Background: an optimization exercise with open tools, aiming at a short achievable clock period and few clock cycles. Do not read the settings as production practice.
The RTL was checked by simulation tests, not by an equivalence proof against the original design.
Power and IR drop assume default switching activity.

**run.sh**
```bash
#!/bin/bash
# synth_recipe.tcl (not shown) runs the flow's synth.tcl, then flattens the netlist and writes it again
# the make line also repeats each setting of config.mk as NAME=value (left out here)
make -C /OpenROAD-flow-scripts/flow DESIGN_CONFIG=/design/flow/config.mk WORK_HOME=/design/flow/orfs CLKGATE_MAP_FILE= SYNTH_SCRIPT=/design/flow/synth_recipe.tcl finish
```
**config.mk**
```make
export PLATFORM = sky130hd
export DESIGN_NAME = ad57xx_ctrl
export DESIGN_NICKNAME = ad57xx_ctrl
export VERILOG_FILES = /design/flow/design.v
export SDC_FILE = /design/flow/constraint.sdc
export NUM_CORES = 4
export LEC_CHECK = 0
export ABC_CLOCK_PERIOD_IN_PS = 1500
export CAP_MARGIN = 20
export CORE_MARGIN = 2
export CORE_UTILIZATION = 40
export PLACE_DENSITY = 0.6
export SETUP_SLACK_MARGIN = 4.0
export SLEW_MARGIN = 20
```
**constraint.sdc**
```tcl
create_clock -name core_clock -period 6.0 [get_ports {clk}]
set_input_delay 1.2000 -clock core_clock [delete_from_list [all_inputs] [get_ports {clk}]]
set_output_delay 1.2000 -clock core_clock [all_outputs]
set_load 0.01 [all_outputs]
```
**design.v**
```verilog
module ad57xx_ctrl (
    input  wire        clk,
    input  wire        rst,            
    input  wire        cfg_dual,       
    input  wire        cfg_readback,   
    input  wire        req_valid,
    output wire        req_ready,
    input  wire [3:0]  req_op,
    input  wire [1:0]  req_kind,
    input  wire [2:0]  req_sel,
    input  wire [2:0]  req_tag,
    input  wire [15:0] req_val,
    input  wire [2:0]  req_ch,
    input  wire        req_on,
    input  wire [15:0] req_value,
    input  wire [3:0]  req_cfg,
    input  wire [2:0]  req_range,
    input  wire [15:0] req_raw,
    output reg         rsp_valid,
    output reg  [1:0]  rsp_result,
    output reg  [2:0]  rsp_tag,
    output reg  [23:0] rsp_data,
    output reg  [7:0]  rsp_terr,
    output wire        tx_valid,
    output wire        tx_xfer,
    output wire [23:0] tx_frame,
    input  wire        tx_done,
    input  wire        tx_err,
    input  wire [7:0]  tx_ecode,
    input  wire [23:0] tx_rx
);
    localparam [3:0] OP_ENCODE    = 4'h0;
    localparam [3:0] OP_WRITE     = 4'h1;
    localparam [3:0] OP_READ      = 4'h2;
    localparam [3:0] OP_SET_POWER = 4'h3;
    localparam [3:0] OP_SET_DAC   = 4'h4;
    localparam [3:0] OP_SET_CFG   = 4'h5;
    localparam [3:0] OP_GET_CFG   = 4'h6;
    localparam [3:0] OP_SET_RANGE = 4'h7;
    localparam [3:0] OP_CLEAR     = 4'h8;
    localparam [3:0] OP_LOAD      = 4'h9;
    localparam [3:0] OP_DESTROY   = 4'hA;
    localparam [3:0] OP_DECODE    = 4'hB;
    localparam [2:0] TAG_NONE  = 3'd0;
    localparam [2:0] TAG_DAC   = 3'd1;
    localparam [2:0] TAG_RANGE = 3'd2;
    localparam [2:0] TAG_PWR   = 3'd3;
    localparam [2:0] TAG_CTL   = 3'd4;
    localparam [1:0] K_DAC   = 2'd0;
    localparam [1:0] K_RANGE = 2'd1;
    localparam [1:0] K_PWR   = 2'd2;
    localparam [1:0] K_CTL   = 2'd3;
    localparam [2:0] FN_NOP     = 3'b000;
    localparam [2:0] FN_CONFIG  = 3'b001;
    localparam [2:0] FN_CLEAR   = 3'b100;
    localparam [2:0] FN_LOAD    = 3'b101;
    localparam [1:0] R_OK    = 2'd0;
    localparam [1:0] R_INVAL = 2'd1;
    localparam [1:0] R_RDERR = 2'd2;
    localparam [1:0] R_TXERR = 2'd3;
    localparam [23:0] XCHG_FRAME = 24'h180000;
    reg        busy;         
    reg        rdy;          
    reg        released;
    reg [3:0]  cfg_shadow;
    reg [15:0] pwr_shadow;
    reg        xfer_q;
    reg [23:0] frame_q;
    reg        last_q;       
    reg        spw_q;        
    reg        wcfg_q;       
    reg        wpwr_q;       
    reg        gcfg_q;       
    reg        on_q;
    reg [3:0]  mask_q;       
    reg        dm_rng_q;     
    reg        dm_cfg_q;     
    reg        dm_err_q;     
    reg [1:0]  dm_kind_q;    
    assign req_ready = rdy;
    assign tx_valid  = busy;
    assign tx_xfer   = xfer_q;
    assign tx_frame  = frame_q;
    reg [3:0]  p_op;
    reg [1:0]  p_kind;
    reg [2:0]  p_sel;
    reg [2:0]  p_tag;
    reg [15:0] p_val;
    reg [2:0]  p_ch;
    reg        p_on;
    reg [15:0] p_value;
    reg [3:0]  p_cfg;
    reg [2:0]  p_range;
    reg [15:0] p_raw;
    reg        p_dual;       
    reg        p_rb;         
    reg        pf;           
    reg        pend;         
    always @(posedge clk) begin
        p_op    <= req_op;
        p_kind  <= req_kind;
        p_sel   <= req_sel;
        p_tag   <= req_tag;
        p_val   <= req_val;
        p_ch    <= req_ch;
        p_on    <= req_on;
        p_value <= req_value;
        p_cfg   <= req_cfg;
        p_range <= req_range;
        p_raw   <= req_raw;
        p_dual  <= cfg_dual;
        p_rb    <= cfg_readback;
    end
    wire accept = req_valid && rdy;
    wire proc   = (accept && pf) || pend;    
    wire op_enc = (p_op == OP_ENCODE);
    wire op_wr  = (p_op == OP_WRITE);
    wire op_rd  = (p_op == OP_READ);
    wire op_sp  = (p_op == OP_SET_POWER);
    wire op_sd  = (p_op == OP_SET_DAC);
    wire op_sc  = (p_op == OP_SET_CFG);
    wire op_gc  = (p_op == OP_GET_CFG);
    wire op_sr  = (p_op == OP_SET_RANGE);
    wire op_cl  = (p_op == OP_CLEAR);
    wire op_ld  = (p_op == OP_LOAD);
    wire op_dy  = (p_op == OP_DESTROY);
    wire op_dc  = (p_op == OP_DECODE);
    wire refuse = released || (p_op[3] && p_op[2]);
    wire k_dac = (p_kind == K_DAC);
    wire k_rng = (p_kind == K_RANGE);
    wire k_pwr = (p_kind == K_PWR);
    wire k_ctl = (p_kind == K_CTL);
    wire t_none = (p_tag == TAG_NONE);
    wire t_dac  = (p_tag == TAG_DAC);
    wire t_rng  = (p_tag == TAG_RANGE);
    wire t_pwr  = (p_tag == TAG_PWR);
    wire t_ctl  = (p_tag == TAG_CTL);
    wire sel_legal = p_dual ? (!p_sel[0] && !(p_sel[2] && p_sel[1]))
                              : (!p_sel[2] || (!p_sel[1] && !p_sel[0]));
    wire ch_legal  = p_dual ? (!p_ch[0] && !(p_ch[2] && p_ch[1]))
                              : (!p_ch[2] || (!p_ch[1] && !p_ch[0]));
    wire fn_cfg  = (p_sel == FN_CONFIG);
    wire fn_ok   = !p_sel[1];    
    wire v_hi3z  = (p_val[15:3] == 13'd0);
    wire v_hi4z  = (p_val[15:4] == 12'd0);
    wire v_rngok = !(p_val[2] && p_val[1]);         
    wire enc_full = (k_dac && sel_legal && t_dac) || (k_pwr && t_pwr);
    wire enc_rng  = k_rng && sel_legal && t_rng && v_hi3z && v_rngok;
    wire enc_cfg  = k_ctl && fn_cfg && t_ctl && v_hi4z;
    wire enc_fn   = k_ctl && !fn_cfg && fn_ok && t_none;
    wire enc_ok   = enc_full || enc_rng || enc_cfg || enc_fn;
    wire cmd_ok   = ((k_dac || k_rng) && sel_legal) || k_pwr || (k_ctl && fn_ok);
    wire inval = ((op_enc || op_wr) && !enc_ok) ||
                 ((op_rd || op_dc) && !cmd_ok) ||
                 ((op_sp || op_sd) && !ch_legal) ||
                 (op_sr && (!ch_legal || (p_range[2] && p_range[1])));
    wire tx_op = op_wr || op_rd || op_sp || op_sd || op_sc || (op_gc && p_rb) ||
                 op_sr || op_cl || op_ld;
    wire start = tx_op && !inval;
    wire answer = !(tx_op && !inval);
    wire e_full = op_enc && enc_full;               
    wire e_low  = op_enc && (enc_rng || enc_cfg);   
    wire e_any  = op_enc && enc_ok;                 
    wire d_full = op_dc && ((k_dac && sel_legal) || k_pwr);
    wire d_rng  = op_dc && k_rng && sel_legal;
    wire d_cfg  = op_dc && k_ctl && fn_cfg;
    wire d_err  = op_dc && k_ctl && !fn_cfg && fn_ok;
    wire g_cfg  = op_gc && !p_rb;
    wire r_rngbad = p_raw[2] && p_raw[1];       
    wire [23:0] a_data;
    assign a_data[23:21] = 3'b000;
    assign a_data[20:19] = {2{e_any}} & p_kind;
    assign a_data[18:16] = {3{e_any && !k_pwr}} & p_sel;
    assign a_data[15:4]  = ({12{e_full}} & p_val[15:4]) |
                           ({12{d_full}} & p_raw[15:4]) |
                           {12{d_rng && r_rngbad}};
    assign a_data[3]     = ((e_full || (op_enc && enc_cfg)) && p_val[3]) |
                           ((d_full || d_cfg) && p_raw[3]) |
                           (d_rng && r_rngbad) |
                           (g_cfg && cfg_shadow[3]);
    assign a_data[2:0]   = ({3{e_full || e_low}} & p_val[2:0]) |
                           ({3{d_full || d_cfg || d_rng}} & p_raw[2:0]) |
                           {3{d_rng && r_rngbad}} |
                           ({3{g_cfg}} & cfg_shadow[2:0]);
    wire [2:0] a_tag = ({3{d_full}} & {1'b0, p_kind[1], 1'b1}) |   
                       ({3{d_rng}} & TAG_RANGE) |
                       ({3{d_cfg || g_cfg}} & TAG_CTL);
    wire [1:0] a_result = {d_err, inval};
    wire [2:0]  cmd_addr = k_pwr ? 3'd0 : p_sel;
    wire [3:0]  ch_mask  = (p_ch == 3'd4) ? (p_dual ? 4'h5 : 4'hF) :
                           (4'h1 << p_ch[1:0]);
    wire [15:0] pwr_new0 = p_on ? (pwr_shadow | {12'd0, ch_mask})
                                  : (pwr_shadow & ~{12'd0, ch_mask});
    reg [23:0] a_frame;
    always @* begin
        case (p_op)
            OP_WRITE:     a_frame = {3'b000, p_kind, cmd_addr,
                                     p_val & {16{!(k_ctl && !fn_cfg)}}};
            OP_READ:      a_frame = {3'b100, p_kind, cmd_addr, 16'd0};
            OP_SET_POWER: a_frame = p_rb ? 24'h900000 : {8'h10, pwr_new0};
            OP_SET_DAC:   a_frame = {5'b00000, p_ch, p_value};
            OP_SET_CFG:   a_frame = {8'h19, 12'd0, p_cfg};
            OP_GET_CFG:   a_frame = 24'h990000;
            OP_SET_RANGE: a_frame = {5'b00001, p_ch, 13'd0, p_range};
            OP_CLEAR:     a_frame = 24'h1C0000;
            default:      a_frame = 24'h1D0000;   
        endcase
    end
    wire a_last = !(op_rd || ((op_sp || op_gc) && p_rb));
    wire a_spw  = op_sp;
    wire a_wcfg = op_sc || (op_wr && k_ctl && fn_cfg);
    wire a_wpwr = (op_sp && !p_rb) || (op_wr && k_pwr);
    wire a_gcfg = op_gc;
    wire a_rng  = op_rd && k_rng;
    wire a_cfg  = op_gc || (k_ctl && fn_cfg);
    wire a_err  = op_rd && k_ctl && !fn_cfg;
    wire [1:0] a_dkind = p_kind;
    wire        ok_done  = tx_done && !tx_err;
    wire        fin      = tx_done && (tx_err || last_q);
    wire [15:0] rx       = tx_rx[15:0];
    wire [15:0] rx_new   = on_q ? (rx | {12'd0, mask_q}) : (rx & ~{12'd0, mask_q});
    wire        rd_fin   = xfer_q && !spw_q;      
    wire        rx_bad   = dm_rng_q && rx[2] && rx[1];
    wire [15:0] rx_dec   = {({12{!dm_rng_q && !dm_cfg_q}} & rx[15:4]) | {12{rx_bad}},
                            (!dm_rng_q && rx[3]) || rx_bad,
                            rx[2:0] | {3{rx_bad}}};
    always @(posedge clk) begin
        if (rst) begin
            busy       <= 1'b0;
            rdy        <= 1'b1;
            pend       <= 1'b0;
            pf         <= 1'b0;
            released   <= 1'b0;
            cfg_shadow <= 4'b0100;
            pwr_shadow <= 16'h0000;
            rsp_valid  <= 1'b0;
        end else if (!busy) begin
            rsp_valid <= proc && !refuse && answer;
            busy      <= proc && !refuse && start;
            pend      <= accept && !pf;
            pf        <= req_valid && !accept;
            rdy       <= !(proc && !refuse && start) && !(accept && !pf) &&
                         !(req_valid && accept);
            if (proc && !refuse && op_dy)
                released <= 1'b1;
        end else begin
            rsp_valid <= fin;
            busy      <= !fin;
            pend      <= 1'b0;
            pf        <= req_valid;
            rdy       <= fin;
            if (ok_done && (wcfg_q || (gcfg_q && xfer_q)))
                cfg_shadow <= wcfg_q ? frame_q[3:0] : rx[3:0];
            if (ok_done && wpwr_q)
                pwr_shadow <= frame_q[15:0];
        end
    end
    always @(posedge clk) begin
        if (!busy) begin
            rsp_result <= a_result;
            rsp_tag    <= a_tag;
            rsp_data   <= a_data;
            rsp_terr   <= 8'd0;
            xfer_q     <= 1'b0;
            frame_q    <= a_frame;
            last_q     <= a_last;
            spw_q      <= a_spw;
            wcfg_q     <= a_wcfg;
            wpwr_q     <= a_wpwr;
            gcfg_q     <= a_gcfg;
            on_q       <= p_on;
            mask_q     <= ch_mask;
            dm_rng_q   <= a_rng;
            dm_cfg_q   <= a_cfg;
            dm_err_q   <= a_err;
            dm_kind_q  <= a_dkind;
        end else begin
            rsp_result <= tx_err ? R_TXERR : (rd_fin && dm_err_q) ? R_RDERR : R_OK;
            rsp_tag    <= (tx_err || !rd_fin || dm_err_q) ? TAG_NONE :
                          dm_cfg_q ? TAG_CTL : ({1'b0, dm_kind_q} + 3'd1);
            rsp_data   <= (!tx_err && rd_fin && !dm_err_q) ? {8'd0, rx_dec} : 24'd0;
            rsp_terr   <= tx_err ? tx_ecode : 8'd0;
            if (tx_done) begin
                if (frame_q[23]) begin
                    xfer_q  <= 1'b1;
                    frame_q <= XCHG_FRAME;
                    last_q  <= !spw_q;
                end else begin
                    xfer_q  <= 1'b0;
                    frame_q <= {8'h10, rx_new};
                    last_q  <= 1'b1;
                    wpwr_q  <= 1'b1;
                end
            end
        end
    end
endmodule
```
==> results of run 1 <==
[flip-flops by register name, summed over array words and instances (netlist names), 2 cells and up]
register and count:
rsp_tag 3, rsp_result 2, p_sel 3, p_raw 16
cfg_shadow 4, p_value 16, rsp_terr 8, p_tag 3
p_val 16, p_op 4, p_range 3, rsp_data 21
frame_q 22, mask_q 4, pwr_shadow 16, dm_kind_q 2
p_kind 2, p_ch 3, p_cfg 4
[placed cells by master, fill, tap and decap left out, types with 15 or more instances in the layout]
cell and count:
a21oi_1 44, clkbuf_16 17, nand2_1 67, a221oi_1 15, clkdlybuf4s50_1 95, nor2_1 38, buf_2 38, edfxtp_1 37
buf_6 23, dfxtp_2 26, o22ai_1 17, o21ai_0 25, dfxtp_1 101, buf_4 28
[layout make-up]
class	instances	area, um^2
Timing Repair Buffer	197	1830
Tap cell	188	235
Fill cell	1248	6140
Multi-Input combinational cell	368	2410
Clock buffer	17	425
Clock inverter	15	213
Sequential cell	171	3850
Inverter	10	38.8
[what timing repair did]
item	4_1_cts	5_1_grt
buffers inserted	22	10
cloned	3	0
gates resized for setup	322	57
pin swaps	9	12
endpoints found under the setup margin	153	118
[through the flow]
| step | setup WS (ps) | power (uW) | instance area [um^2] | cells | utilization |
|---|---|---|---|---|---|
| final | 3760 | 2720 | 9010 | 966 | 0.595 |
| after global routing | 3730 | 2800 | 9010 | 966 | 0.595 |
| after CTS | 3750 | 2710 | 8750 | 956 | 0.578 |
| after detailed placement | 2680 | 1520 | 7870 | 899 | 0.519 |
| after global placement | 2720 | 1520 | 7870 | 899 | 0.519 |
| after floorplan | 3980 | 1380 | 6200 | 587 | - |
[power by group]
part           internal (uW)  total (uW)  leakage [uW]  switching [uW]
registers               1230        1280       0.00154            47.6
logic                    134         251       0.00174             117
clock network            707        1190      0.000316             479
total                   2070        2720       0.00360             643
[kinds of logic (layout without fill, tap and decap cells)]
| kind of cell | after synthesis | after routing | share of synthesized area |
|---|---|---|---|
| XOR/XNOR | 2 | 2 | 0.00284 |
| flip-flops | 171 | 171 | 0.616 |
| AO/OA/AOI/OAI | 151 | 151 | 0.164 |
| AND/OR/NAND/NOR | 189 | 190 | 0.148 |
| multiplexers | 18 | 18 | 0.0301 |
| other | 1 | 5 | 0.000609 |
| adder cells (fa/ha/maj) | 2 | 2 | 0.00366 |
| buffers and inverters | 49 | 239 | 0.0349 |
[layer usage]
| layer | wire, um | up-vias | GRT usage |
|---|---|---|---|
| met5 | 0 | - | 0 |
| met3 | 1610 | 27 | 0.0614 |
| li1 | - | 2492 | - |
| met4 | 398 | 0 | 0.0743 |
| met2 | 8840 | 269 | 0.361 |
| met1 | 8430 | 2588 | 0.327 |
[final timing paths]
kind,slack [ps],from,end,cells past startpoint
setup / recovery,3760,frame_q[23]$_SDFFCE_PP0N_,tx_frame[23],1
hold / removal,450,pf$_SDFF_PP0_,pend$_SDFF_PP0_,1
setup reg to reg,4010,p_val[3]$_DFF_P_,rdy$_SDFF_PP1_,6
hold reg to reg,450,pf$_SDFF_PP0_,pend$_SDFF_PP0_,1
==> metrics.cfg, run 1 <==
[floorplanning]
start_util=0.407
dieWidth_um=128
io_pins=175
fp.coreArea_mm2=0.0151
die_h_um=128
core.rowCount=45
die_area_mm2=0.0164

[worst_setup_path]
cp_num_buf_inv=1
end_kind=output pin
worstPathArrival_ps=1040
crit_type=reg2out
startpoint_type=flop
path_cells=buf_2
cp_slowest_stage_delay_ps=440
worst_path_max_delay_cell=edfxtp_1
path_delay_family=flip-flops
crit_fanout=2
required_ps=4800

[job]
drv_cap=0

[timing]
fin_crit_ps=2240
slew_headroom=0.529
finalClockSkew_ps=12.3
setup_viol=0
rsz0062_at_grt=yes
finalHoldViolCount=0
hold_slack_ps=453
setup-tns-final_ps=0
finalMaxSlewViolations=0
min_period_over_period=0.374
fmax_ghz=0.446
worstMarginPinSlew_ps=704

[global_routing]
grt_max_degree=26
first_global_vias=5155
track_usage=0.236
antenna_found_initial=0
grt_remaining_overflow=0
grt_pass1_wl_um=28700

[routing]
finalWirelength_um=19300
ant_nets=0
vias=5376
vias_per_cell=5.57
drc=0
drtIter0Drc=608
first_pass_iters=6
post_drt_wl_per_cell_um=19.9

[finish]
antenna_cells=0
drive_above_1_share=0.274
nets=876
area_delta_synth_final_pct=46.3

[synth]
yosys-top-cells-count=134 x dfxtp_1, 71 x nand2_1, 48 x nor2_1, 45 x a21oi_1, 37 x edfxtp_1
synth_top_area_cell=dfxtp_1
synth_top_area_frac=0.436
synth_seq_area_share=0.616
netlist_instances=583
yosysWarnings=1
synth_seq_cells=171
async_flop_share=0
ys_top_cells_by_area=dfxtp_1 44%, edfxtp_1 18%, nand2_1 4.3%
synth_ff_type=dfxtp_1
synth_area_mm2=0.00616
ys_types=58
synth.most_common_cell=dfxtp_1
synth_edf_count=37
avgSynthCellArea_um2=10.6

[clocking]
htreeDepth=4
cts_buffers=17
cts_root_buffer=clkbuf_16
insertion_delay_ps=440
path_clk_slew_ps=70
clock-sinks=171
cts.path.max_buffers=2
ctsHoldBuffers=0
cts_tree=yes

[place]
dp_hpwl_um=13300
portBuffers=161
routabilityCongestion=0.935

[status]
status=complete, no violations

[pwr]
ir_drop_v=0.000219
power.density_mw_per_mm2=301
power_leakage_uw=0.00360

[worst_hold_path]
hold_class=reg2reg

Testbench counts, summed over its fixed seeds: cycles 68,758.
==> inputs of run 2 (changes only) <==
--- a/design.v
+++ b/design.v
@@ -112,7 +112,6 @@
         p_rb    <= cfg_readback;
     end
     wire accept = req_valid && rdy;
-    wire proc   = (accept && pf) || pend;    
     wire op_enc = (p_op == OP_ENCODE);
     wire op_wr  = (p_op == OP_WRITE);
     wire op_rd  = (p_op == OP_READ);
@@ -215,6 +214,66 @@
     wire a_cfg  = op_gc || (k_ctl && fn_cfg);
     wire a_err  = op_rd && k_ctl && !fn_cfg;
     wire [1:0] a_dkind = p_kind;
+    wire [3:0] o = req_op;
+    wire x_simple = (!o[3] && ((o[1] && o[0] && !o[2]) || (o[2] && !(o[1] && o[0])))) ||
+                    (o[3] && !o[2] && !o[1]);
+    wire xo_sp = o[1] && o[0];
+    wire xo_sd = o[2] && !o[1] && !o[0];
+    wire xo_sc = o[2] && o[0];
+    wire xo_gc = o[2] && o[1];
+    wire xo_cl = o[3] && !o[0];
+    wire xo_ld = o[3] && o[0];
+    wire x_ch_legal  = p_dual ? (!req_ch[0] && !(req_ch[2] && req_ch[1]))
+                              : (!req_ch[2] || (!req_ch[1] && !req_ch[0]));
+    wire x_inval = (xo_sp || xo_sd) && !x_ch_legal;
+    wire x_gcfg0 = xo_gc && !p_rb;               
+    wire x_start = !x_inval && !x_gcfg0;
+    wire [1:0]  x_result = {1'b0, x_inval};
+    wire [2:0]  x_tag    = {x_gcfg0, 2'b00};
+    wire [23:0] x_data   = {20'd0, cfg_shadow & {4{x_gcfg0}}};
+    wire [3:0]  x_mask   = (req_ch == 3'd4) ? (p_dual ? 4'h5 : 4'hF) :
+                           (4'h1 << req_ch[1:0]);
+    wire [3:0]  x_pwr    = req_on ? (pwr_shadow[3:0] | x_mask)
+                                  : (pwr_shadow[3:0] & ~x_mask);
+    wire        x_spw0   = xo_sp && !p_rb;       
+    wire [23:0] x_frame;
+    assign x_frame[23]    = o[1] && ((o[0] && p_rb) || o[2]);
+    assign x_frame[22:21] = 2'b00;
+    assign x_frame[20]    = !xo_sd;
+    assign x_frame[19]    = o[3] || (o[2] && (o[0] || o[1]));
+    assign x_frame[18]    = (xo_sd && req_ch[2]) || o[3];
+    assign x_frame[17]    = xo_sd && req_ch[1];
+    assign x_frame[16]    = (xo_sd && req_ch[0]) || (o[2] && (o[0] || o[1])) || (o[3] && o[0]);
+    assign x_frame[15:4]  = ({12{xo_sd}} & req_value[15:4]) | ({12{x_spw0}} & pwr_shadow[15:4]);
+    assign x_frame[3:0]   = ({4{xo_sd}} & req_value[3:0]) | ({4{x_spw0}} & x_pwr) |
+                            ({4{xo_sc}} & req_cfg);
+    wire x_last = !(xo_sp && p_rb) && !(xo_gc && p_rb);
+    wire x_spw  = xo_sp;
+    wire x_wcfg = xo_sc;
+    wire x_wpwr = x_spw0;
+    wire x_gcfg = xo_gc;
+    wire x_rng  = 1'b0;
+    wire x_cfg  = xo_gc;
+    wire x_err  = 1'b0;
+    wire        usep    = pf || pend;
+    wire        go      = usep ? (accept || pend) : (accept && x_simple);
+    wire        f_ref   = usep ? refuse : released;
+    wire        f_start = usep ? start : x_start;
+    wire [1:0]  f_result = usep ? a_result : x_result;
+    wire [2:0]  f_tag    = usep ? a_tag : x_tag;
+    wire [23:0] f_data   = usep ? a_data : x_data;
+    wire [23:0] f_frame  = usep ? a_frame : x_frame;
+    wire        f_last   = usep ? a_last : x_last;
+    wire        f_spw    = usep ? a_spw : x_spw;
+    wire        f_wcfg   = usep ? a_wcfg : x_wcfg;
+    wire        f_wpwr   = usep ? a_wpwr : x_wpwr;
+    wire        f_gcfg   = usep ? a_gcfg : x_gcfg;
+    wire        f_on     = usep ? p_on : req_on;
+    wire [3:0]  f_mask   = usep ? ch_mask : x_mask;
+    wire        f_rng    = usep ? a_rng : x_rng;
+    wire        f_cfg    = usep ? a_cfg : x_cfg;
+    wire        f_err    = usep ? a_err : x_err;
+    wire [1:0]  f_dkind  = a_dkind;
     wire        ok_done  = tx_done && !tx_err;
     wire        fin      = tx_done && (tx_err || last_q);
     wire [15:0] rx       = tx_rx[15:0];
@@ -235,13 +294,12 @@
             pwr_shadow <= 16'h0000;
             rsp_valid  <= 1'b0;
         end else if (!busy) begin
-            rsp_valid <= proc && !refuse && answer;
-            busy      <= proc && !refuse && start;
-            pend      <= accept && !pf;
+            rsp_valid <= go && !f_ref && !f_start;
+            busy      <= go && !f_ref && f_start;
+            pend      <= accept && !pf && !x_simple;
             pf        <= req_valid && !accept;
-            rdy       <= !(proc && !refuse && start) && !(accept && !pf) &&
-                         !(req_valid && accept);
-            if (proc && !refuse && op_dy)
+            rdy       <= !(go && !f_ref && f_start) && !(accept && !pf && !x_simple);
+            if (usep && (accept || pend) && !refuse && op_dy)
                 released <= 1'b1;
         end else begin
             rsp_valid <= fin;
@@ -257,23 +315,23 @@
     end
     always @(posedge clk) begin
         if (!busy) begin
-            rsp_result <= a_result;
-            rsp_tag    <= a_tag;
-            rsp_data   <= a_data;
+            rsp_result <= f_result;
+            rsp_tag    <= f_tag;
+            rsp_data   <= f_data;
             rsp_terr   <= 8'd0;
             xfer_q     <= 1'b0;
-            frame_q    <= a_frame;
-            last_q     <= a_last;
-            spw_q      <= a_spw;
-            wcfg_q     <= a_wcfg;
-            wpwr_q     <= a_wpwr;
-            gcfg_q     <= a_gcfg;
-            on_q       <= p_on;
-            mask_q     <= ch_mask;
-            dm_rng_q   <= a_rng;
-            dm_cfg_q   <= a_cfg;
-            dm_err_q   <= a_err;
-            dm_kind_q  <= a_dkind;
+            frame_q    <= f_frame;
+            last_q     <= f_last;
+            spw_q      <= f_spw;
+            wcfg_q     <= f_wcfg;
+            wpwr_q     <= f_wpwr;
+            gcfg_q     <= f_gcfg;
+            on_q       <= f_on;
+            mask_q     <= f_mask;
+            dm_rng_q   <= f_rng;
+            dm_cfg_q   <= f_cfg;
+            dm_err_q   <= f_err;
+            dm_kind_q  <= f_dkind;
         end else begin
             rsp_result <= tx_err ? R_TXERR : (rd_fin && dm_err_q) ? R_RDERR : R_OK;
             rsp_tag    <= (tx_err || !rd_fin || dm_err_q) ? TAG_NONE :
==> run 2 against run 1 <==
Utilization rose by 0.90 points; global-route usage rose by 2.0 points; maximum frequency fell by 5.6%; routed wire length rose by 22%; sequential cell count did not move; die area rose by 11%; non-clock buffer count rose by 22; register-to-register slack got worse by 160 ps; synthesized area rose by 12%.
==> metrics.cfg, run 2 <==
[status]
status=complete, no violations

[finish]
antenna_cells=0
mostFrequentLayoutCell=dfxtp_1
largest_reg_flops=22
final_cell_mix=103 x dfxtp_1, 80 x clkdlybuf4s50_1, 54 x nand2_1
nets=982
design_area_mm2=0.0101
regMostFlops=frame_q
largestRegisters=frame_q (22), rsp_data (21)
drive_above_1_share=0.330
area_delta_synth_final_pct=46.8

[routing]
ant_nets=0
drc=0
post_drt_wl_per_cell_um=21.3
finalWirelength_um=23500
drtIter0Drc=716
vias_per_cell=5.77
vias=6368
first_pass_iters=5

[worst_setup_path]
required_ps=6350
worstPathArrival_ps=2730
crit_fanout=5
end_kind=flop
startpoint_type=primary input
crit_type=in2reg

[global_routing]
grt_max_degree=38
grt_use_met2=0.398
grt_busiest_layer=met2
grt_use_met3=0.0646
grt_pass1_wl_um=35200
first_global_vias=6194
antenna_found_initial=0
grt_remaining_overflow=0
use_met1=0.353
track_usage=0.256

[floorplanning]
fp.coreArea_mm2=0.0167
start_util=0.411
die_area_mm2=0.0182
die_h_um=135
dieWidth_um=135
io_pins=175
core.rowCount=47

[timing]
setup-tns-final_ps=0
hold_slack_ps=456
finalHoldViolCount=0
setup_viol=0
fin_crit_ps=2380
min_period_over_period=0.396
finalClockSkew_ps=12.5
worstMarginPinSlew_ps=842
rsz0062_at_grt=yes
slew_headroom=0.434
finalMaxSlewViolations=0
fmax_ghz=0.421

[synth]
ys_top_cells_by_area=dfxtp_1 39%, edfxtp_1 16%, a21oi_1 3.5%
synth.most_common_cell=dfxtp_1
avgSynthCellArea_um2=10.1
synth_edf_count=37
synth_top_area_cell=dfxtp_1
synth_seq_area_share=0.552
yosys-top-cells-count=134 x dfxtp_1, 59 x nand2_1, 51 x nor2_1, 48 x a21oi_1, 37 x edfxtp_1
yosysWarnings=1
synth_seq_cells=171
netlist_instances=680
synth_top_area_frac=0.391
synth_area_mm2=0.00687
ys_types=72
synth_ff_type=dfxtp_1
async_flop_share=0

[pwr]
ir_drop_v=0.000244
power.total_uw=3020
power_leakage_uw=0.00398
power.density_mw_per_mm2=299

[clocking]
cts_root_buffer=clkbuf_16
cts_tree=yes
htreeDepth=4
insertion_delay_ps=440
path_clk_slew_ps=70
clock-sinks=171
cts_buffers=17
cts.path.max_buffers=2
ctsHoldBuffers=0

[place]
dpl_cell_area_mm2=0.00868
dp_hpwl_um=16100
portBuffers=161
routabilityCongestion=0.966

[job]
drv_cap=0

[worst_hold_path]
hold_class=reg2reg

==> run 2: cell count changes after synthesis, moves of 5 or more <==
cell,before,now
a22oi_1,0,32
o21ai_1,1,18
a222oi_1,13,0
o21ai_0,28,15
a2bb2oi_1,0,12
nand2_1,71,59
nor3_1,10,22
clkbuf_1,26,34
a22o_1,0,6
mux2_1,0,5
==> run 2: cells by family (layout without fill, tap and decap cells) <==
group | count (synthesis) | after routing | share of synthesized area
compound gates | 208 | 208 | 0.207
simple gates | 206 | 207 | 0.153
flops | 171 | 171 | 0.552
buf+inv | 65 | 264 | 0.0430
mux | 23 | 23 | 0.0359
xor+xnor | 4 | 4 | 0.00510
fa+ha+maj | 2 | 2 | 0.00328
other cells | 1 | 5 | 0.000546
==> run 2: layout make-up <==
class	count	area, um^2
fillers	1433	6620
flip-flops and latches	171	3850
multi-input cells	449	3300
repair buffers	219	2020
clock buffers	20	478
well taps	220	275
clock inverters	12	103
inverters	13	58.8
==> run 2: worst paths after layout <==
kind	start	to	slack [ps]	depth (start not counted)
setup / recovery	req_op[3]	rsp_valid$_SDFF_PP0_	3620	7
hold / removal	pwr_shadow[11]$_SDFFE_PP0P_	pwr_shadow[11]$_SDFFE_PP0P_	460	2
setup reg to reg	p_ch[0]$_DFF_P_	frame_q[3]$_DFFE_PN_	3850	6
hold reg to reg	pwr_shadow[11]$_SDFFE_PP0P_	pwr_shadow[11]$_SDFFE_PP0P_	460	2
==> run 2: stage by stage <==
| step | std cells | utilization | setup slack (ps) |
|---|---|---|---|
| after floorplan | 684 | - | 3340 |
| after global placement | 1016 | 0.520 | 2440 |
| after detailed placement | 1016 | 0.520 | 2370 |
| after CTS | 1084 | 0.577 | 3650 |
| after global routing | 1104 | 0.604 | 3560 |
| final | 1104 | 0.604 | 3620 |
==> run 2: critical path, stage by stage <==
cell	delay (ps)
buf_4	140
xnor2_1	120
nor2_1	180
nor3_2	70
or4_4	520
or4_4	430
o221ai_2	70
==> run 2: what timing repair did <==
action | in CTS | in global routing
pin swaps | 33 | 33
setup endpoints to repair | 167 | 127
gates resized for setup | 405 | 74
buffers inserted | 35 | 19
gates cloned | 1 | 1
==> run 2: per-layer routing <==
| layer | share of wire | up-vias |
|---|---|---|
| met4 | 0.019 | 0 |
| met3 | 0.077 | 41 |
| met1 | 0.43 | 3105 |
| met5 | 0 | - |
| met2 | 0.47 | 312 |
| li1 | - | 2910 |
==> run 2: power breakdown <==
group,switching [uW],internal (uW),total (uW)
Combinational,301,273,574
Sequential,79.5,1290,1370
Clock,486,588,1070
Total,867,2150,3020
Testbench counts of run 2, summed over its fixed seeds: cycles 65,204.
==> inputs of run 3 (changes only) <==
==> flow/run.sh (new file) <==
#!/bin/bash
# Layout flow: the standard layout (standard.sh: ORFS synthesis through
# finish, unchanged scripts and settings), with one difference: the slow
# stacked-PMOS cells (4-input OR/NOR and the 2111 AOI/OAI cells) are added
# to the platform's don't-use list, so that neither ABC nor the resizer
# places them on the request-decode paths.  Registers are untouched: the
# don't-use list only names combinational cells.
set -euo pipefail
here=$(cd "$(dirname "${BASH_SOURCE[0]}")" && pwd)
du="$(tr '\n' ' ' < "$here/dont_use_platform.txt") $(tr '\n' ' ' < "$here/dont_use_slow.txt")"
bash standard.sh "DONT_USE_CELLS=$du" finish > standard_flow.log 2>&1
test -f out/final.def
==> flow/dont_use_platform.txt (new file) <==
sky130_fd_sc_hd__lpflow_bleeder_1 sky130_fd_sc_hd__lpflow_clkbufkapwr_1 sky130_fd_sc_hd__lpflow_clkbufkapwr_16 sky130_fd_sc_hd__lpflow_clkbufkapwr_2 sky130_fd_sc_hd__lpflow_clkbufkapwr_4 sky130_fd_sc_hd__lpflow_clkbufkapwr_8 sky130_fd_sc_hd__lpflow_clkinvkapwr_1 sky130_fd_sc_hd__lpflow_clkinvkapwr_16 sky130_fd_sc_hd__lpflow_clkinvkapwr_2 sky130_fd_sc_hd__lpflow_clkinvkapwr_4 sky130_fd_sc_hd__lpflow_clkinvkapwr_8 sky130_fd_sc_hd__lpflow_decapkapwr_12 sky130_fd_sc_hd__lpflow_decapkapwr_3 sky130_fd_sc_hd__lpflow_decapkapwr_4 sky130_fd_sc_hd__lpflow_decapkapwr_6 sky130_fd_sc_hd__lpflow_decapkapwr_8 sky130_fd_sc_hd__lpflow_inputiso0n_1 sky130_fd_sc_hd__lpflow_inputiso0p_1 sky130_fd_sc_hd__lpflow_inputiso1n_1 sky130_fd_sc_hd__lpflow_inputiso1p_1 sky130_fd_sc_hd__lpflow_inputisolatch_1 sky130_fd_sc_hd__lpflow_isobufsrc_1 sky130_fd_sc_hd__lpflow_isobufsrc_16 sky130_fd_sc_hd__lpflow_isobufsrc_2 sky130_fd_sc_hd__lpflow_isobufsrc_4 sky130_fd_sc_hd__lpflow_isobufsrc_8 sky130_fd_sc_hd__lpflow_isobufsrckapwr_16 sky130_fd_sc_hd__lpflow_lsbuf_lh_hl_isowell_tap_1 sky130_fd_sc_hd__lpflow_lsbuf_lh_hl_isowell_tap_2 sky130_fd_sc_hd__lpflow_lsbuf_lh_hl_isowell_tap_4 sky130_fd_sc_hd__lpflow_lsbuf_lh_isowell_4 sky130_fd_sc_hd__lpflow_lsbuf_lh_isowell_tap_1 sky130_fd_sc_hd__lpflow_lsbuf_lh_isowell_tap_2 sky130_fd_sc_hd__lpflow_lsbuf_lh_isowell_tap_4 sky130_fd_sc_hd__probe_p_8 sky130_fd_sc_hd__probec_p_8 
==> flow/dont_use_slow.txt (new file) <==
sky130_fd_sc_hd__or4_1
sky130_fd_sc_hd__or4_2
sky130_fd_sc_hd__or4_4
sky130_fd_sc_hd__or4b_1
sky130_fd_sc_hd__or4b_2
sky130_fd_sc_hd__or4b_4
sky130_fd_sc_hd__or4bb_1
sky130_fd_sc_hd__or4bb_2
sky130_fd_sc_hd__or4bb_4
sky130_fd_sc_hd__nor4_1
sky130_fd_sc_hd__nor4_2
sky130_fd_sc_hd__nor4_4
sky130_fd_sc_hd__nor4b_1
sky130_fd_sc_hd__nor4b_2
sky130_fd_sc_hd__nor4b_4
sky130_fd_sc_hd__nor4bb_1
sky130_fd_sc_hd__nor4bb_2
sky130_fd_sc_hd__nor4bb_4
sky130_fd_sc_hd__a2111o_1
sky130_fd_sc_hd__a2111o_2
sky130_fd_sc_hd__a2111o_4
sky130_fd_sc_hd__a2111oi_0
sky130_fd_sc_hd__a2111oi_1
sky130_fd_sc_hd__a2111oi_2
sky130_fd_sc_hd__a2111oi_4
sky130_fd_sc_hd__o2111a_1
sky130_fd_sc_hd__o2111a_2
sky130_fd_sc_hd__o2111a_4
sky130_fd_sc_hd__o2111ai_1
sky130_fd_sc_hd__o2111ai_2
sky130_fd_sc_hd__o2111ai_4
==> standard.sh (new file) <==
#!/bin/bash
# synth_recipe.tcl (not shown) runs the flow's synth.tcl, then flattens the netlist and writes it again
# the make line also repeats each setting of config.mk as NAME=value (left out here)
make -C /OpenROAD-flow-scripts/flow DESIGN_CONFIG=/design/flow/config.mk WORK_HOME=/design/flow/orfs CLKGATE_MAP_FILE= SYNTH_SCRIPT=/design/flow/synth_recipe.tcl "${@:-finish}"
removed: run.sh
==> run 3 against run 2 <==
Sequential power is essentially flat; total power about the same; utilization increased by 0.56 points; die area is 0.44% lower; clock power hardly changed; worst hold slack better by 5.7 ps; maximum frequency is 5.3% higher; critical endpoint is now frame_q[3]$_DFFE_PN_; highest routed layer unchanged.
==> metrics.cfg, run 3 <==
[status]
status=complete, no violations

[clocking]
cts_root_buffer=clkbuf_16
path_clk_slew_ps=60
cts_buffers=17
cts_tree=yes
cts.path.max_buffers=2
ctsHoldBuffers=0
insertion_delay_ps=430
htreeDepth=4
clock-sinks=171

[floorplanning]
fp.coreArea_mm2=0.0166
die_h_um=135
dieWidth_um=135
core.rowCount=47
io_pins=175
die_area_mm2=0.0182
start_util=0.411

[synth]
synth_edf_count=37
synthAdderAreaFrac=0.00329
synth_area_mm2=0.00684
yosys-top-cells-count=134 x dfxtp_1, 64 x a21oi_1, 64 x nor2_1, 62 x nand2_1, 37 x edfxtp_1
synth_top_family_by_area=compound AO/OA/AOI/OAI gates
yosys.area_share.simple=0.153
ys_top_cells_by_area=dfxtp_1 39%, edfxtp_1 16%, a21oi_1 4.7%
synth_top_area_frac=0.392
synth.most_common_cell=dfxtp_1
synth_top_area_cell=dfxtp_1
avgSynthCellArea_um2=9.87
synth_ff_type=dfxtp_1
yosysWarnings=1
synth_compound_area_frac=0.205
yosys.area_share.xor_xnor=0.00384
ys_types=63
synth_seq_area_share=0.555
netlist_instances=693
synth_seq_cells=171
synthMuxAreaShare=0.0375
async_flop_share=0

[timing]
setup_viol=0
fin_crit_ps=2260
fmax_ghz=0.443
slew_headroom=0.550
finalClockSkew_ps=11.4
finalHoldViolCount=0
setup-tns-final_ps=0
hold_slack_ps=462
min_period_over_period=0.376
rsz0062_at_grt=yes
finalMaxSlewViolations=0
worstMarginPinSlew_ps=672

[worst_setup_path]
crit_fanout=5
worstPathArrival_ps=2430
startpoint_type=primary input
required_ps=6170
end_kind=flop
r2r_slack_ps=3870
crit_type=in2reg

[global_routing]
track_usage=0.257
grt_max_degree=26
grt_use_met2=0.382
antenna_found_initial=0
use_met1=0.372
grt_use_met3=0.0608
grt_remaining_overflow=0
grt_pass1_wl_um=35100
grt_busiest_layer=met2
first_global_vias=5916

[finish]
largest_reg_flops=22
drive_above_1_share=0.327
nets=1003
antenna_cells=0
regMostFlops=frame_q
final_cell_mix=101 x dfxtp_1, 81 x clkdlybuf4s50_1, 58 x nand2_1
nFillCells=1365
stdcell_count=1124
mostFrequentLayoutCell=dfxtp_1
largestRegisters=frame_q (22), rsp_data (21)
area_delta_synth_final_pct=48.3

[routing]
finalWirelength_um=23600
post_drt_wl_per_cell_um=21.0
ant_nets=0
vias_per_cell=5.64
vias=6334
drtIter0Drc=655
first_pass_iters=6
drc=0

[pwr]
intPower_uw=2200
p_sw_frac=0.272
ir_drop_v=0.000222
p_sw_uw=820
power_leakage_uw=0.00403
power.density_mw_per_mm2=297
clkPwrFrac=0.357
seq_power_share=0.451
power_frac_comb=0.191

[place]
routabilityCongestion=0.919
dpl.cell_count=1033
dp_hpwl_um=16400
portBuffers=161

[job]
drv_cap=0

[worst_hold_path]
hold_class=reg2reg

-- run 3: timing repair --
item | 4_1_cts | 5_1_grt
setup endpoints to repair | 165 | 105
resized for setup | 413 | 52
pin swaps | 26 | 14
gates cloned | 3 | 0
setup buffers | 41 | 16
-- run 3: cell families (layout without fill, tap and decap cells) --
group                      count (synthesis)  count (layout)
and+or+nand+nor                          217             217
AOI/OAI and AO/OA                        212             212
DFF                                      171             171
buffers and inverters                     63             270
muxes                                     24              24
xor gates and xnor gates                   3               3
adders and majority gates                  2               2
other                                      1               5
-- run 3: per-layer routing --
layer | vias up | part of all wire | routed length (um)
met5 | - | 0 | 0
met4 | 0 | 0.024 | 566
met1 | 3042 | 0.45 | 10600
li1 | 2933 | - | -
met2 | 313 | 0.44 | 10500
met3 | 46 | 0.083 | 1950
-- run 3: through the flow --
stage / setup slack [ps] / instance area (um^2) / total power (uW) / util
finish: 3740 / 10100 / 3020 / 0.609
floorplan: 3500 / 7080 / 1610 / -
CTS: 3770 / 9810 / 3000 / 0.589
detailed placement: 2190 / 8700 / 1870 / 0.523
global route: 3740 / 10100 / 3130 / 0.609
global placement: 2250 / 8700 / 1860 / 0.523
-- run 3: power by group through the flow --
| stage | sequential, uW | combinational [uW] | clock [uW] |
|---|---|---|---|
| 2_1_floorplan | 1380 | 235 | 0 |
| 3_3_place_gp | 1390 | 474 | 0 |
| 3_5_place_dp | 1390 | 478 | 0 |
| 4_1_cts | 1360 | 547 | 1090 |
| 5_1_grt | 1370 | 617 | 1140 |
| 6_report | 1360 | 578 | 1080 |
-- run 3: final cells by class --
type	count	area, um^2	share of cell area
timing repair buffer	225	2120	0.209
inverter	14	60.1	0.00592
tap	220	275	0.0271
sequential	171	3860	0.381
clock inverter	6	43.8	0.00432
multi-input combinational	463	3240	0.320
clock buffer	25	539	0.0532
-- run 3: worst max-delay path, stage by stage --
cell,delay (ps)
buf_12,110
and2_4,160
a21oi_4,160
mux2_4,320
a22oi_2,170
nor3_2,60
a211o_1,240
-- run 3: worst paths after layout --
path / startpoint / end / depth (start not counted)
max: req_ch[0] / frame_q[3]$_DFFE_PN_ / 7
min: pwr_shadow[4]$_SDFFE_PP0P_ / pwr_shadow[4]$_SDFFE_PP0P_ / 2
max reg2reg: p_ch[0]$_DFF_P_ / frame_q[3]$_DFFE_PN_ / 6
min reg2reg: pwr_shadow[4]$_SDFFE_PP0P_ / pwr_shadow[4]$_SDFFE_PP0P_ / 2
==> inputs of run 4 (changes only) <==
--- a/design.v
+++ b/design.v
@@ -59,7 +59,8 @@
     localparam [1:0] R_RDERR = 2'd2;
     localparam [1:0] R_TXERR = 2'd3;
     localparam [23:0] XCHG_FRAME = 24'h180000;
-    reg        busy;         
+    reg        idle;         
+    wire       busy = !idle;
     reg        rdy;          
     reg        released;
     reg [3:0]  cfg_shadow;
@@ -78,9 +79,12 @@
     reg        dm_err_q;     
     reg [1:0]  dm_kind_q;    
     assign req_ready = rdy;
-    assign tx_valid  = busy;
-    assign tx_xfer   = xfer_q;
-    assign tx_frame  = frame_q;
+    reg        txv;
+    reg        txx;
+    reg [23:0] txf;
+    assign tx_valid  = txv;
+    assign tx_xfer   = txx;
+    assign tx_frame  = txf;
     reg [3:0]  p_op;
     reg [1:0]  p_kind;
     reg [2:0]  p_sel;
@@ -215,46 +219,63 @@
     wire a_err  = op_rd && k_ctl && !fn_cfg;
     wire [1:0] a_dkind = p_kind;
     wire [3:0] o = req_op;
-    wire x_simple = (!o[3] && ((o[1] && o[0] && !o[2]) || (o[2] && !(o[1] && o[0])))) ||
-                    (o[3] && !o[2] && !o[1]);
-    wire xo_sp = o[1] && o[0];
+    wire x_simple = (!o[3] && (o[2] || o[1])) || (o[3] && !o[2] && !o[1]);
+    wire xo_rd = !o[2] && o[1] && !o[0];
+    wire xo_sp = !o[2] && o[1] && o[0];
     wire xo_sd = o[2] && !o[1] && !o[0];
-    wire xo_sc = o[2] && o[0];
-    wire xo_gc = o[2] && o[1];
+    wire xo_sc = o[2] && !o[1] && o[0];
+    wire xo_gc = o[2] && o[1] && !o[0];
+    wire xo_sr = o[2] && o[1] && o[0];
     wire xo_cl = o[3] && !o[0];
     wire xo_ld = o[3] && o[0];
     wire x_ch_legal  = p_dual ? (!req_ch[0] && !(req_ch[2] && req_ch[1]))
                               : (!req_ch[2] || (!req_ch[1] && !req_ch[0]));
-    wire x_inval = (xo_sp || xo_sd) && !x_ch_legal;
+    wire x_sel_legal = p_dual ? (!req_sel[0] && !(req_sel[2] && req_sel[1]))
+                              : (!req_sel[2] || (!req_sel[1] && !req_sel[0]));
+    wire xk_pwr   = req_kind[1] && !req_kind[0];
+    wire xk_ctl   = req_kind[1] && req_kind[0];
+    wire x_fn_cfg = (req_sel == FN_CONFIG);
+    wire x_cmd_ok = (!req_kind[1] && x_sel_legal) || xk_pwr || (xk_ctl && !req_sel[1]);
+    wire x_inval = ((xo_sp || xo_sd) && !x_ch_legal) ||
+                   (xo_sr && (!x_ch_legal || (req_range[2] && req_range[1]))) ||
+                   (xo_rd && !x_cmd_ok);
     wire x_gcfg0 = xo_gc && !p_rb;               
     wire x_start = !x_inval && !x_gcfg0;
     wire [1:0]  x_result = {1'b0, x_inval};
     wire [2:0]  x_tag    = {x_gcfg0, 2'b00};
     wire [23:0] x_data   = {20'd0, cfg_shadow & {4{x_gcfg0}}};
-    wire [3:0]  x_mask   = (req_ch == 3'd4) ? (p_dual ? 4'h5 : 4'hF) :
-                           (4'h1 << req_ch[1:0]);
-    wire [3:0]  x_pwr    = req_on ? (pwr_shadow[3:0] | x_mask)
-                                  : (pwr_shadow[3:0] & ~x_mask);
+    wire [3:0]  x_mask;
+    assign x_mask[0] = !req_ch[2] ? (req_ch[1:0] == 2'd0) : !req_ch[1] && !req_ch[0];
+    assign x_mask[1] = !req_ch[2] ? (req_ch[1:0] == 2'd1) : !req_ch[1] && !req_ch[0] && !p_dual;
+    assign x_mask[2] = !req_ch[2] ? (req_ch[1:0] == 2'd2) : !req_ch[1] && !req_ch[0];
+    assign x_mask[3] = !req_ch[2] ? (req_ch[1:0] == 2'd3) : !req_ch[1] && !req_ch[0] && !p_dual;
+    wire [3:0]  x_pwr;
+    assign x_pwr[0] = x_mask[0] ? req_on : pwr_shadow[0];
+    assign x_pwr[1] = x_mask[1] ? req_on : pwr_shadow[1];
+    assign x_pwr[2] = x_mask[2] ? req_on : pwr_shadow[2];
+    assign x_pwr[3] = x_mask[3] ? req_on : pwr_shadow[3];
     wire        x_spw0   = xo_sp && !p_rb;       
     wire [23:0] x_frame;
-    assign x_frame[23]    = o[1] && ((o[0] && p_rb) || o[2]);
+    assign x_frame[23]    = xo_rd || (xo_sp && p_rb) || xo_gc;
     assign x_frame[22:21] = 2'b00;
-    assign x_frame[20]    = !xo_sd;
-    assign x_frame[19]    = o[3] || (o[2] && (o[0] || o[1]));
-    assign x_frame[18]    = (xo_sd && req_ch[2]) || o[3];
-    assign x_frame[17]    = xo_sd && req_ch[1];
-    assign x_frame[16]    = (xo_sd && req_ch[0]) || (o[2] && (o[0] || o[1])) || (o[3] && o[0]);
+    assign x_frame[20]    = xo_rd ? req_kind[1] : !(xo_sd || xo_sr);
+    assign x_frame[19]    = xo_rd ? req_kind[0] : !(xo_sd || xo_sp);
+    assign x_frame[18]    = (xo_rd && !xk_pwr && req_sel[2]) || ((xo_sd || xo_sr) && req_ch[2]) || o[3];
+    assign x_frame[17]    = (xo_rd && !xk_pwr && req_sel[1]) || ((xo_sd || xo_sr) && req_ch[1]);
+    assign x_frame[16]    = (xo_rd && !xk_pwr && req_sel[0]) || ((xo_sd || xo_sr) && req_ch[0]) ||
+                            xo_sc || xo_gc || xo_ld;
     assign x_frame[15:4]  = ({12{xo_sd}} & req_value[15:4]) | ({12{x_spw0}} & pwr_shadow[15:4]);
-    assign x_frame[3:0]   = ({4{xo_sd}} & req_value[3:0]) | ({4{x_spw0}} & x_pwr) |
-                            ({4{xo_sc}} & req_cfg);
-    wire x_last = !(xo_sp && p_rb) && !(xo_gc && p_rb);
+    assign x_frame[3]     = (xo_sd && req_value[3]) || (x_spw0 && x_pwr[3]) || (xo_sc && req_cfg[3]);
+    assign x_frame[2:0]   = ({3{xo_sd}} & req_value[2:0]) | ({3{x_spw0}} & x_pwr[2:0]) |
+                            ({3{xo_sc}} & req_cfg[2:0]) | ({3{xo_sr}} & req_range);
+    wire x_last = !xo_rd && !(xo_sp && p_rb) && !(xo_gc && p_rb);
     wire x_spw  = xo_sp;
     wire x_wcfg = xo_sc;
     wire x_wpwr = x_spw0;
     wire x_gcfg = xo_gc;
-    wire x_rng  = 1'b0;
-    wire x_cfg  = xo_gc;
-    wire x_err  = 1'b0;
+    wire x_rng  = xo_rd && !req_kind[1] && req_kind[0];
+    wire x_cfg  = xo_gc || (xk_ctl && x_fn_cfg);
+    wire x_err  = xo_rd && xk_ctl && !x_fn_cfg;
     wire        usep    = pf || pend;
     wire        go      = usep ? (accept || pend) : (accept && x_simple);
     wire        f_ref   = usep ? refuse : released;
@@ -273,7 +294,7 @@
     wire        f_rng    = usep ? a_rng : x_rng;
     wire        f_cfg    = usep ? a_cfg : x_cfg;
     wire        f_err    = usep ? a_err : x_err;
-    wire [1:0]  f_dkind  = a_dkind;
+    wire [1:0]  f_dkind  = usep ? a_dkind : req_kind;
     wire        ok_done  = tx_done && !tx_err;
     wire        fin      = tx_done && (tx_err || last_q);
     wire [15:0] rx       = tx_rx[15:0];
@@ -283,9 +304,23 @@
     wire [15:0] rx_dec   = {({12{!dm_rng_q && !dm_cfg_q}} & rx[15:4]) | {12{rx_bad}},
                             (!dm_rng_q && rx[3]) || rx_bad,
                             rx[2:0] | {3{rx_bad}}};
+    wire [23:0] next_frame = frame_q[23] ? XCHG_FRAME : {8'h10, rx_new};
+    always @(posedge clk) begin
+        if (!busy) begin
+            txx <= 1'b0;
+            txf <= go ? f_frame : 24'd0;
+        end else if (tx_done) begin
+            txx <= frame_q[23];
+            txf <= next_frame;
+        end else begin
+            txx <= xfer_q;
+            txf <= frame_q;
+        end
+    end
     always @(posedge clk) begin
         if (rst) begin
-            busy       <= 1'b0;
+            idle       <= 1'b1;
+            txv        <= 1'b0;
             rdy        <= 1'b1;
             pend       <= 1'b0;
             pf         <= 1'b0;
@@ -295,7 +330,8 @@
             rsp_valid  <= 1'b0;
         end else if (!busy) begin
             rsp_valid <= go && !f_ref && !f_start;
-            busy      <= go && !f_ref && f_start;
+            idle      <= !(go && !f_ref && f_start);
+            txv       <= go && !f_ref && f_start;
             pend      <= accept && !pf && !x_simple;
             pf        <= req_valid && !accept;
             rdy       <= !(go && !f_ref && f_start) && !(accept && !pf && !x_simple);
@@ -303,7 +339,8 @@
                 released <= 1'b1;
         end else begin
             rsp_valid <= fin;
-            busy      <= !fin;
+            idle      <= fin;
+            txv       <= !fin;
             pend      <= 1'b0;
             pf        <= req_valid;
             rdy       <= fin;
@@ -339,13 +376,12 @@
             rsp_data   <= (!tx_err && rd_fin && !dm_err_q) ? {8'd0, rx_dec} : 24'd0;
             rsp_terr   <= tx_err ? tx_ecode : 8'd0;
             if (tx_done) begin
+                frame_q <= next_frame;
                 if (frame_q[23]) begin
                     xfer_q  <= 1'b1;
-                    frame_q <= XCHG_FRAME;
                     last_q  <= !spw_q;
                 end else begin
                     xfer_q  <= 1'b0;
-                    frame_q <= {8'h10, rx_new};
                     last_q  <= 1'b1;
                     wpwr_q  <= 1'b1;
                 end
==> run 4 against run 3 <==
Sequential cell count rose by 26; die area rose by 15%; utilization fell by 1.9 points; via count rose by 17%; sequential power rose by 13%; total power rose by 10%; critical path type unchanged; largest cell class unchanged.
==> metrics.cfg, run 4 <==
[pwr]
power.density_mw_per_mm2=291
power.total_uw=3330
power_leakage_uw=0.00448
ir_drop_v=0.000183

[timing]
setup_viol=0
finalHoldViolCount=0
fmax_ghz=0.430
finalMaxSlewViolations=0
slew_headroom=0.390
worstMarginPinSlew_ps=912
rsz0062_at_grt=yes
fin_crit_ps=2330
setup-tns-final_ps=0
finalClockSkew_ps=12.1
min_period_over_period=0.388

[worst_setup_path]
end_kind=flop
worst_path_max_delay_cell=a211oi_2
worstPathArrival_ps=2620
startpoint_type=primary input
cp_slowest_stage_delay_ps=330
required_ps=6290
crit_fanout=5
crit_type=in2reg
path_cells=clkdlybuf4s15_2, a211oi_4, o41ai_4, a211oi_2, o21ai_2, nand4bb_1, o22ai_2

[clocking]
clock-sinks=197
htreeDepth=4
cts_tree=yes
path_clk_slew_ps=70
cts.path.max_buffers=2
cts_buffers=17
insertion_delay_ps=440
ctsHoldBuffers=0
cts_root_buffer=clkbuf_16

[routing]
dr.max_layer_used=met4
wl_met3_um=2460
wl_met2_um=13100
finalWirelength_um=28100
drc=0
drtIter0Drc=754
ant_nets=0
vias=7423
vias_per_cell=5.66
first_pass_iters=7
post_drt_wl_per_cell_um=21.4
wl_met1_um=11900

[synth]
synth_seq_cells=197
synth_top_area_cell=dfxtp_1
avgSynthCellArea_um2=9.39
yosys-top-cells-count=182 x dfxtp_1, 108 x nand2_1, 83 x a21oi_1, 47 x o21ai_0, 44 x nor2_1
synth_seq_area_share=0.519
synth_top_area_frac=0.462
netlist_instances=841
ys_top_cells_by_area=dfxtp_1 46%, edfxtp_1 5.7%, a21oi_1 5.3%
synth_ff_type=dfxtp_1
synth.most_common_cell=dfxtp_1
yosysWarnings=1
synth_area_mm2=0.00789
async_flop_share=0
synth_edf_count=15
ys_types=64

[finish]
final_cell_mix=142 x dfxtp_1, 96 x nand2_1, 77 x clkdlybuf4s50_1
regMostFlops=frame_q
nFillCells=1737
seqCellArea_mm2=0.00416
drive_above_1_share=0.331
antenna_cells=0
area_delta_synth_final_pct=45.2
largest_reg_flops=24
mostFrequentLayoutCell=dfxtp_1
largestRegisters=frame_q (24), txf (22), rsp_data (21)
nets=1145
multi_input_area_mm2=0.00405

[place]
dp_hpwl_um=18400
portBuffers=163
routabilityCongestion=0.919

[floorplanning]
die_h_um=144
fp.coreArea_mm2=0.0194
start_util=0.407
die_area_mm2=0.0209
io_pins=175
dieWidth_um=144
core.rowCount=51

[global_routing]
grt_remaining_overflow=0
antenna_found_initial=0
grt_pass1_wl_um=40800
first_global_vias=7108
grt_max_degree=28
track_usage=0.260

[job]
drv_cap=0

[status]
status=complete, no violations

[worst_hold_path]
hold_class=reg2reg

-- run 4: final timing paths --
kind	from	endpoint	slack [ps]	depth (start not counted)
max	req_sel[0]	rsp_valid$_SDFF_PP0_	3670	7
min reg2reg	frame_q[15]$_DFF_P_	pwr_shadow[15]$_SDFFE_PP0P_	470	2
max reg2reg	p_rb$_DFF_P_	last_q$_DFFE_PP_	3970	6
min	frame_q[15]$_DFF_P_	pwr_shadow[15]$_SDFFE_PP0P_	470	2
-- run 4: cell families after synthesis --
family | synth area share
multiplexers | 0.0325
AND/OR/NAND/NOR | 0.164
flip-flops | 0.519
AO/OA/AOI/OAI | 0.237
XOR/XNOR | 0.00555
buffers and inverters | 0.0407
adder cells (fa/ha/maj) | 0.00158
other | 0.000475
-- run 4: area by class of cell --
cell class | count | area share
Clock buffer | 18 | 0.0375
Clock inverter | 14 | 0.0126
Inverter | 14 | 0.00491
Sequential cell | 197 | 0.363
Timing Repair Buffer | 230 | 0.200
Multi-Input combinational cell | 574 | 0.354
Tap cell | 265 | 0.0289
-- run 4: power breakdown --
group | internal, uW | switching (uW)
clock network | 585 | 546
logic | 322 | 341
registers | 1450 | 90.7
total | 2360 | 978
-- run 4: stage by stage --
step / utilization / worst slack [ps] / hold WS [ps] / instance area, um^2 / std cells
after detailed placement: 0.502 / 2250 / 447 / 9750 / 1218
final: 0.591 / 3670 / 467 / 11500 / 1312
after floorplan: - / 3450 / 431 / 8100 / 843
after global routing: 0.591 / 3700 / 484 / 11500 / 1312
after global placement: 0.502 / 2240 / 446 / 9750 / 1218
after CTS: 0.561 / 3740 / 461 / 10900 / 1289
-- run 4: layer usage --
metal	track usage	vias to the layer above
met5	0	-
met4	0.0899	0
met3	0.0579	62
met2	0.412	346
met1	0.350	3558
li1	-	3457
-- run 4: repair_timing --
| action | in CTS | in global routing |
|---|---|---|
| setup endpoints to repair | 185 | 148 |
| gates cloned | 4 | 4 |
| gates resized for setup | 449 | 108 |
| pin swaps | 51 | 48 |
| setup buffers | 35 | 19 |
| hold endpoints to repair | 0 | 0 |
-- run 4: worst max-delay path, delay by kind of cell --
kind	cells	cell delay [ps]
AOI/OAI and AO/OA	5	990
buffers and inverters	1	260
and+or+nand+nor	1	150
Testbench counts of run 4, summed over its fixed seeds: cycles 64,223.

separate check: timing with driven ports:
How much do the figures lean on ideal ports? The routed layouts below were timed once more, with nothing changed but the port constraints.
Step 1, drivers: a clkbuf_16 drives clk and a buf_2 each remaining input, both assumed.
Step 2 also shifts input and output timing later by t, the mid clock arrival at the registers, as if the neighbouring blocks saw the same clock.
Three values: ideal, step 1, step 2; two values: the first two.
run | shift t [ns] | slack for setup (ns) | worst setup path after step 2 | slew at the worst register clock pin (ns) | worst data-port slew with drivers (ns)
run 1 | 0.471 | 3.756 / 3.714 / 3.605 | input to register | 0.07 / 0.07 | 0.07
run 2 | 0.481 | 3.623 / 3.621 / 3.140 | input to register | 0.07 / 0.07 | 0.07
run 3 | 0.469 | 3.742 / 3.738 / 3.269 | input to register | 0.07 / 0.07 | 0.06
run 4 | 0.481 | 3.674 / 3.691 / 3.210 | input to register | 0.08 / 0.08 | 0.15
After both steps every run listed still meets setup and hold. For run 2, which loses most, drivers alone change the setup slack by -0.002 ns; drivers and shift together by -0.483 ns.
